Source: an optimization exercise on an open RTL-to-GDS flow (aim: small area, a short achievable clock period and few clock cycles). Production flows keep margins and buffers that such runs may drop.
RTL that was checked went through simulation tests only; none was proved equivalent to the original.

==> quartz <==
// lep_crc16
module lep_crc16 (
    input  wire        clk,
    input  wire        rst,
    input  wire        host_req,
    input  wire        host_we,
    input  wire [11:0] host_addr,
    input  wire [31:0] host_wdata,
    output wire [31:0] host_rdata,
    output wire        host_ready,
    output wire        mem_re,
    output wire        mem_we,
    output wire [9:0]  mem_addr,
    output reg  [3:0]  mem_be,
    output wire [31:0] mem_wdata,
    input  wire [31:0] mem_rdata
);
Settings: LEC_CHECK=0, CAP_MARGIN=20, CORE_MARGIN=2, CORE_UTILIZATION=55, CTS_BUF_LIST=sky130_fd_sc_hd__clkbuf_4 sky130_fd_sc_hd__clkbuf_8, PLACE_DENSITY=0.65, SETUP_SLACK_MARGIN=3.4, SLEW_MARGIN=20; clock period 8.0 ns.
run.sh (not shown) runs the stock make flow with config.mk's settings and CLKGATE_MAP_FILE= SYNTH_SCRIPT=/design/flow/synth_recipe.tcl, a recipe that flattens the netlist after the stock synthesis.
==> tundra: changes against quartz <==
--- a/flow/design.v
+++ b/flow/design.v
@@ -201,16 +201,14 @@
     reg        crcph;      
     reg        crcfin;     
     reg        flush;      
     reg        vph;        
     wire [9:0] reg_idx   = host_addr[11:2];
     wire       idle      = s_idle;
     wire       cmd_write = host_req && host_we && (reg_idx == R_CMD);
-    reg        rsv;
-    wire       addr_hz = (host_addr[11:6] == 6'd0);
     reg [31:0] rd_lo;
     always @(*) begin
         case (host_addr[5:2])
             4'd1:    rd_lo = {28'd0, status_err};
             4'd2:    rd_lo = {30'd0, ctrl};
             4'd3:    rd_lo = src_addr;
             4'd4:    rd_lo = src_len;
@@ -219,15 +217,15 @@
             4'd7:    rd_lo = {19'd0, out_len};
             4'd8:    rd_lo = {30'd0, crc_var};
             4'd9:    rd_lo = {16'd0, crc_c};
             4'd10:   rd_lo = {16'd0, crc_result};
             default: rd_lo = 32'd0;
         endcase
     end
-    assign host_rdata = rd_lo & {32{!rsv}};
+    assign host_rdata = rd_lo & {32{host_addr[11:6] == 6'd0}};
     wire [2:0] d_op     = host_wdata[2:0];
     wire       d_known  = (host_wdata[7:3] == 5'd0);
     wire       d_hasvar = (d_op == OP_INIT) || (d_op == OP_COMPUTE) || (d_op == OP_VERIFY);
     wire       d_badbit = (host_wdata[31:24] != 8'd0) || (host_wdata[15:10] != 6'd0) ||
                           ((d_op != OP_BYTE) && (host_wdata[23:16] != 8'd0)) ||
                           (!d_hasvar && (host_wdata[9:8] != 2'd0));
     wire       d_badvar = d_hasvar && (host_wdata[9:8] == 2'd3);
@@ -236,18 +234,16 @@
     wire [13:0] ssum    = {1'b0, src_addr[12:0]} + {1'b0, src_len[12:0]};
     wire [13:0] dsum    = {1'b0, dst_addr[12:0]} + {1'b0, dst_cap[12:0]};
     wire        src_ok  = src_hz && (ssum <= 14'd4096);
     wire        src2_ok = src_hz && (ssum <= 14'd4094);
     wire        dst_ok  = dst_hz && (dsum <= 14'd4096);
     wire        cap_lt2 = (dst_cap[31:1] == 31'd0);
     wire        empty   = (src_len == 32'd0);
-    function [12:0] dnp_len(input [12:0] n);
-        dnp_len = n + {3'd0, n[12:4], 1'b0} + {11'd0, (n[3:0] != 4'd0), 1'b0};
-    endfunction
-    reg  [12:0] dnp_m;
+    wire [12:0] dnp_m    = src_len[12:0] + {3'd0, src_len[12:4], 1'b0} +
+                           {11'd0, (src_len[3:0] != 4'd0), 1'b0};
     wire        dnp_fits = (dnp_m <= dst_cap[12:0]);
     wire [3:0] d_err = !d_known ? E_NOT_SUPP : (d_badbit || d_badvar) ? E_INV_ARG : E_OK;
     reg f_src_ok, f_src2_ok, f_dst_ok, f_cap_lt2, f_empty, f_fits;
     always @(posedge clk) begin
         f_src_ok  <= src_ok;
         f_src2_ok <= src2_ok;
         f_dst_ok  <= dst_ok;
@@ -311,16 +307,15 @@
             2'd0: rot = item;
             2'd1: rot = {item[23:0], item[31:24]};
             2'd2: rot = {item[15:0], item[31:16]};
             default: rot = {item[7:0], item[31:8]};
         endcase
     end
     wire [3:0]  psum     = {2'b00, pp} + {1'b0, ki};
-    wire        wcomp    = (kw == 3'd4) || ((pp == 2'd3) && (kw != 3'd0)) ||
-                           ((pp == 2'd2) && (kw >= 3'd2)) || ((pp == 2'd1) && (kw == 3'd3));
+    wire        wcomp    = ({2'b00, pp} + {1'b0, kw}) >= 4'd4;
     wire        complete = crcph ? pp[1] : wcomp;
     wire [31:0] merged   = {rot[31:24],
                             (pp <= 2'd2) ? rot[23:16] : ow[23:16],
                             (pp <= 2'd1) ? rot[15:8]  : ow[15:8],
                             (pp == 2'd0) ? rot[7:0]   : ow[7:0]};
     wire        wr_now   = (crcph && pp[1]) || (dcons && wcomp) || flush;
     wire        fin_item = crcph && crcfin;
@@ -337,20 +332,19 @@
         mem_be[3] = !flush;
     end
     wire done_exec = s_exec && xdone;
     wire done_run  = s_run &&
                      ((consumed && wlast && (o_upd || o_cmp)) || vph || flush ||
                       (fin_item && (pp == 2'd2)));
     wire done      = done_exec || done_run;
-    assign host_ready = done || (s_idle && (host_we ? (reg_idx != R_CMD) : (addr_hz || rsv)));
+    assign host_ready = (s_idle && !cmd_write) || done;
     wire src_wr = s_idle && host_req && host_we && (reg_idx == R_SRC_ADDR);
     always @(posedge clk) begin
         rv1 <= rd_now;
         if (rv1) prev <= mem_rdata[31:8];
-        rsv <= !rst && s_idle && host_req && !host_we && !addr_hz && !rsv;
         if (rst)
             rd_ptr <= 10'd0;
         else if (s_idle)
             rd_ptr <= cmd_write ? rd_ptr + 10'd1 : src_wr ? host_wdata[11:2] : src_addr[11:2];
         else if (done)
             rd_ptr <= src_addr[11:2];
         else if (rd_now)
@@ -364,26 +358,22 @@
             src_addr   <= 32'd0;
             src_len    <= 32'd0;
             dst_addr   <= 32'd0;
             dst_cap    <= 32'd0;
             out_len    <= 13'd0;
             crc_var    <= 2'd0;
             crc_c      <= 16'hFFFF;
-            dnp_m      <= 13'd0;
             crcph      <= 1'b0;
             flush      <= 1'b0;
         end else if (s_idle) begin
             if (host_req && host_we) begin
                 case (reg_idx)
                     R_CTRL:      ctrl     <= host_wdata[1:0];
                     R_SRC_ADDR:  src_addr <= host_wdata;
-                    R_SRC_LEN:   begin
-                                     src_len  <= host_wdata;
-                                     dnp_m    <= dnp_len(host_wdata[12:0]);
-                                 end
+                    R_SRC_LEN:   src_len  <= host_wdata;
                     R_DST_ADDR:  dst_addr <= host_wdata;
                     R_DST_CAP:   dst_cap  <= host_wdata;
                     R_CRC_CFG:   if (host_wdata[1:0] != 2'd3) crc_var <= host_wdata[1:0];
                     R_CRC_STATE: crc_c    <= host_wdata[15:0];
                     default: ;
                 endcase
             end
CORE_UTILIZATION = 40   (was 55)
CTS_BUF_LIST = not set   (was sky130_fd_sc_hd__clkbuf_4 sky130_fd_sc_hd__clkbuf_8)
PLACE_DENSITY = 0.6   (was 0.65)
==> lagoon: changes against quartz <==
--- a/flow/design.v
+++ b/flow/design.v
@@ -202,32 +202,37 @@
     reg        crcfin;     
     reg        flush;      
     reg        vph;        
     wire [9:0] reg_idx   = host_addr[11:2];
     wire       idle      = s_idle;
     wire       cmd_write = host_req && host_we && (reg_idx == R_CMD);
     reg        rsv;
+    reg  [3:0] raddr;
     wire       addr_hz = (host_addr[11:6] == 6'd0);
-    reg [31:0] rd_lo;
+    wire       fast_hit = addr_hz && ((host_addr[5:2] == 4'd1) || (host_addr[5:2] == 4'd7) ||
+                                      (host_addr[5:2] == 4'd9) || (host_addr[5:2] == 4'd10));
+    wire [15:0] rd_fast = host_addr[5] ? (host_addr[3] ? {crc_result} : {crc_c}) :
+                                         (host_addr[3] ? {3'd0, out_len} : {12'd0, status_err});
+    reg [31:0] rd_slow;
     always @(*) begin
-        case (host_addr[5:2])
-            4'd1:    rd_lo = {28'd0, status_err};
-            4'd2:    rd_lo = {30'd0, ctrl};
-            4'd3:    rd_lo = src_addr;
-            4'd4:    rd_lo = src_len;
-            4'd5:    rd_lo = dst_addr;
-            4'd6:    rd_lo = dst_cap;
-            4'd7:    rd_lo = {19'd0, out_len};
-            4'd8:    rd_lo = {30'd0, crc_var};
-            4'd9:    rd_lo = {16'd0, crc_c};
-            4'd10:   rd_lo = {16'd0, crc_result};
-            default: rd_lo = 32'd0;
+        case (raddr)
+            4'd1:    rd_slow = {28'd0, status_err};
+            4'd2:    rd_slow = {30'd0, ctrl};
+            4'd3:    rd_slow = src_addr;
+            4'd4:    rd_slow = src_len;
+            4'd5:    rd_slow = dst_addr;
+            4'd6:    rd_slow = dst_cap;
+            4'd7:    rd_slow = {19'd0, out_len};
+            4'd8:    rd_slow = {30'd0, crc_var};
+            4'd9:    rd_slow = {16'd0, crc_c};
+            4'd10:   rd_slow = {16'd0, crc_result};
+            default: rd_slow = 32'd0;
         endcase
     end
-    assign host_rdata = rd_lo & {32{!rsv}};
+    assign host_rdata = rsv ? rd_slow : {16'd0, rd_fast};
     wire [2:0] d_op     = host_wdata[2:0];
     wire       d_known  = (host_wdata[7:3] == 5'd0);
     wire       d_hasvar = (d_op == OP_INIT) || (d_op == OP_COMPUTE) || (d_op == OP_VERIFY);
     wire       d_badbit = (host_wdata[31:24] != 8'd0) || (host_wdata[15:10] != 6'd0) ||
                           ((d_op != OP_BYTE) && (host_wdata[23:16] != 8'd0)) ||
                           (!d_hasvar && (host_wdata[9:8] != 2'd0));
     wire       d_badvar = d_hasvar && (host_wdata[9:8] == 2'd3);
@@ -236,18 +241,16 @@
     wire [13:0] ssum    = {1'b0, src_addr[12:0]} + {1'b0, src_len[12:0]};
     wire [13:0] dsum    = {1'b0, dst_addr[12:0]} + {1'b0, dst_cap[12:0]};
     wire        src_ok  = src_hz && (ssum <= 14'd4096);
     wire        src2_ok = src_hz && (ssum <= 14'd4094);
     wire        dst_ok  = dst_hz && (dsum <= 14'd4096);
     wire        cap_lt2 = (dst_cap[31:1] == 31'd0);
     wire        empty   = (src_len == 32'd0);
-    function [12:0] dnp_len(input [12:0] n);
-        dnp_len = n + {3'd0, n[12:4], 1'b0} + {11'd0, (n[3:0] != 4'd0), 1'b0};
-    endfunction
-    reg  [12:0] dnp_m;
+    wire [12:0] dnp_m    = src_len[12:0] + {3'd0, src_len[12:4], 1'b0} +
+                           {11'd0, (src_len[3:0] != 4'd0), 1'b0};
     wire        dnp_fits = (dnp_m <= dst_cap[12:0]);
     wire [3:0] d_err = !d_known ? E_NOT_SUPP : (d_badbit || d_badvar) ? E_INV_ARG : E_OK;
     reg f_src_ok, f_src2_ok, f_dst_ok, f_cap_lt2, f_empty, f_fits;
     always @(posedge clk) begin
         f_src_ok  <= src_ok;
         f_src2_ok <= src2_ok;
         f_dst_ok  <= dst_ok;
@@ -311,16 +314,15 @@
             2'd0: rot = item;
             2'd1: rot = {item[23:0], item[31:24]};
             2'd2: rot = {item[15:0], item[31:16]};
             default: rot = {item[7:0], item[31:8]};
         endcase
     end
     wire [3:0]  psum     = {2'b00, pp} + {1'b0, ki};
-    wire        wcomp    = (kw == 3'd4) || ((pp == 2'd3) && (kw != 3'd0)) ||
-                           ((pp == 2'd2) && (kw >= 3'd2)) || ((pp == 2'd1) && (kw == 3'd3));
+    wire        wcomp    = ({2'b00, pp} + {1'b0, kw}) >= 4'd4;
     wire        complete = crcph ? pp[1] : wcomp;
     wire [31:0] merged   = {rot[31:24],
                             (pp <= 2'd2) ? rot[23:16] : ow[23:16],
                             (pp <= 2'd1) ? rot[15:8]  : ow[15:8],
                             (pp == 2'd0) ? rot[7:0]   : ow[7:0]};
     wire        wr_now   = (crcph && pp[1]) || (dcons && wcomp) || flush;
     wire        fin_item = crcph && crcfin;
@@ -337,20 +339,21 @@
         mem_be[3] = !flush;
     end
     wire done_exec = s_exec && xdone;
     wire done_run  = s_run &&
                      ((consumed && wlast && (o_upd || o_cmp)) || vph || flush ||
                       (fin_item && (pp == 2'd2)));
     wire done      = done_exec || done_run;
-    assign host_ready = done || (s_idle && (host_we ? (reg_idx != R_CMD) : (addr_hz || rsv)));
+    assign host_ready = done || (s_idle && (host_we ? (reg_idx != R_CMD) : (fast_hit || rsv)));
     wire src_wr = s_idle && host_req && host_we && (reg_idx == R_SRC_ADDR);
     always @(posedge clk) begin
         rv1 <= rd_now;
         if (rv1) prev <= mem_rdata[31:8];
-        rsv <= !rst && s_idle && host_req && !host_we && !addr_hz && !rsv;
+        rsv   <= !rst && s_idle && host_req && !host_we && !fast_hit && !rsv;
+        raddr <= addr_hz ? host_addr[5:2] : 4'd0;
         if (rst)
             rd_ptr <= 10'd0;
         else if (s_idle)
             rd_ptr <= cmd_write ? rd_ptr + 10'd1 : src_wr ? host_wdata[11:2] : src_addr[11:2];
         else if (done)
             rd_ptr <= src_addr[11:2];
         else if (rd_now)
@@ -364,26 +367,22 @@
             src_addr   <= 32'd0;
             src_len    <= 32'd0;
             dst_addr   <= 32'd0;
             dst_cap    <= 32'd0;
             out_len    <= 13'd0;
             crc_var    <= 2'd0;
             crc_c      <= 16'hFFFF;
-            dnp_m      <= 13'd0;
             crcph      <= 1'b0;
             flush      <= 1'b0;
         end else if (s_idle) begin
             if (host_req && host_we) begin
                 case (reg_idx)
                     R_CTRL:      ctrl     <= host_wdata[1:0];
                     R_SRC_ADDR:  src_addr <= host_wdata;
-                    R_SRC_LEN:   begin
-                                     src_len  <= host_wdata;
-                                     dnp_m    <= dnp_len(host_wdata[12:0]);
-                                 end
+                    R_SRC_LEN:   src_len  <= host_wdata;
                     R_DST_ADDR:  dst_addr <= host_wdata;
                     R_DST_CAP:   dst_cap  <= host_wdata;
                     R_CRC_CFG:   if (host_wdata[1:0] != 2'd3) crc_var <= host_wdata[1:0];
                     R_CRC_STATE: crc_c    <= host_wdata[15:0];
                     default: ;
                 endcase
             end
SETUP_SLACK_MARGIN = 3.55   (was 3.4)
==> impl_results.md <==
- DR WL/cell: 28.08 um
- Status: timing/DRC/antenna clean
- Root Buffer: clkbuf_8
- F_max: 220.0 MHz
- DR WL met3: 11810 um
- Worst R2R Setup Slack: 3.55 ns
- Sw Ratio: 38.61%
- Non-CTS inverters: 73
# the run above: lagoon

==> impl_results.md <==
- DR WL/cell: 25.66 um
- Status: timing/DRC/antenna clean
- Root Buffer: clkbuf_16
- Worst R2R Setup Slack: 3.44 ns
- # rows: 90
- Synth Area in Compound Gates: 18.91%
- Met2 WL: 44080 um
- DR WL met3: 7461 um
- Non-CTS inverters: 71
- F_max: 205.2 MHz
# the run above: tundra

==> impl_results.md <==
- Status: timing/DRC/antenna clean
- Inst Count DP: 3453
- DR WL met3: 9102 um
- Sw Ratio: 40.13%
- Non-CTS inverters: 61
- DR WL/cell: 25.82 um
- F_max: 207.5 MHz
- Data arrival, critical path: 3.22 ns
- Worst R2R Setup Slack: 3.50 ns
# the run above: quartz

Testbench counts of tundra, summed over its fixed seeds: cycles 71,064.
No functional check of the RTL was part of quartz and lagoon.

## what the ideal ports hide
Ports are ideal in the flow. The routed layouts listed here were re-timed in OpenROAD.
Step 1, drivers: a clkbuf_16 drives clk and a buf_2 each remaining input, both assumed.
Step 2, shift: input delay + t, output delay - t, t = (earliest + latest rising clock arrival at the registers) / 2. This alone moves slack from input paths to output paths.
Three values: no drivers, after step 1, after step 2; two values: the first two.
run	t (ns)	setup WS [ns]	latest minus earliest clock arrival (ns)
quartz	0.716	3.181 / 3.087 / 2.833	0.072 / 0.072
tundra	0.635	3.127 / 3.096 / 3.026	0.031 / 0.030
lagoon	0.737	3.455 / 3.397 / 2.938	0.047 / 0.048
After both steps every run listed still meets setup and hold. The setup slack of lagoon, which loses most, moves by -0.058 ns with the drivers and by -0.517 ns with both steps.
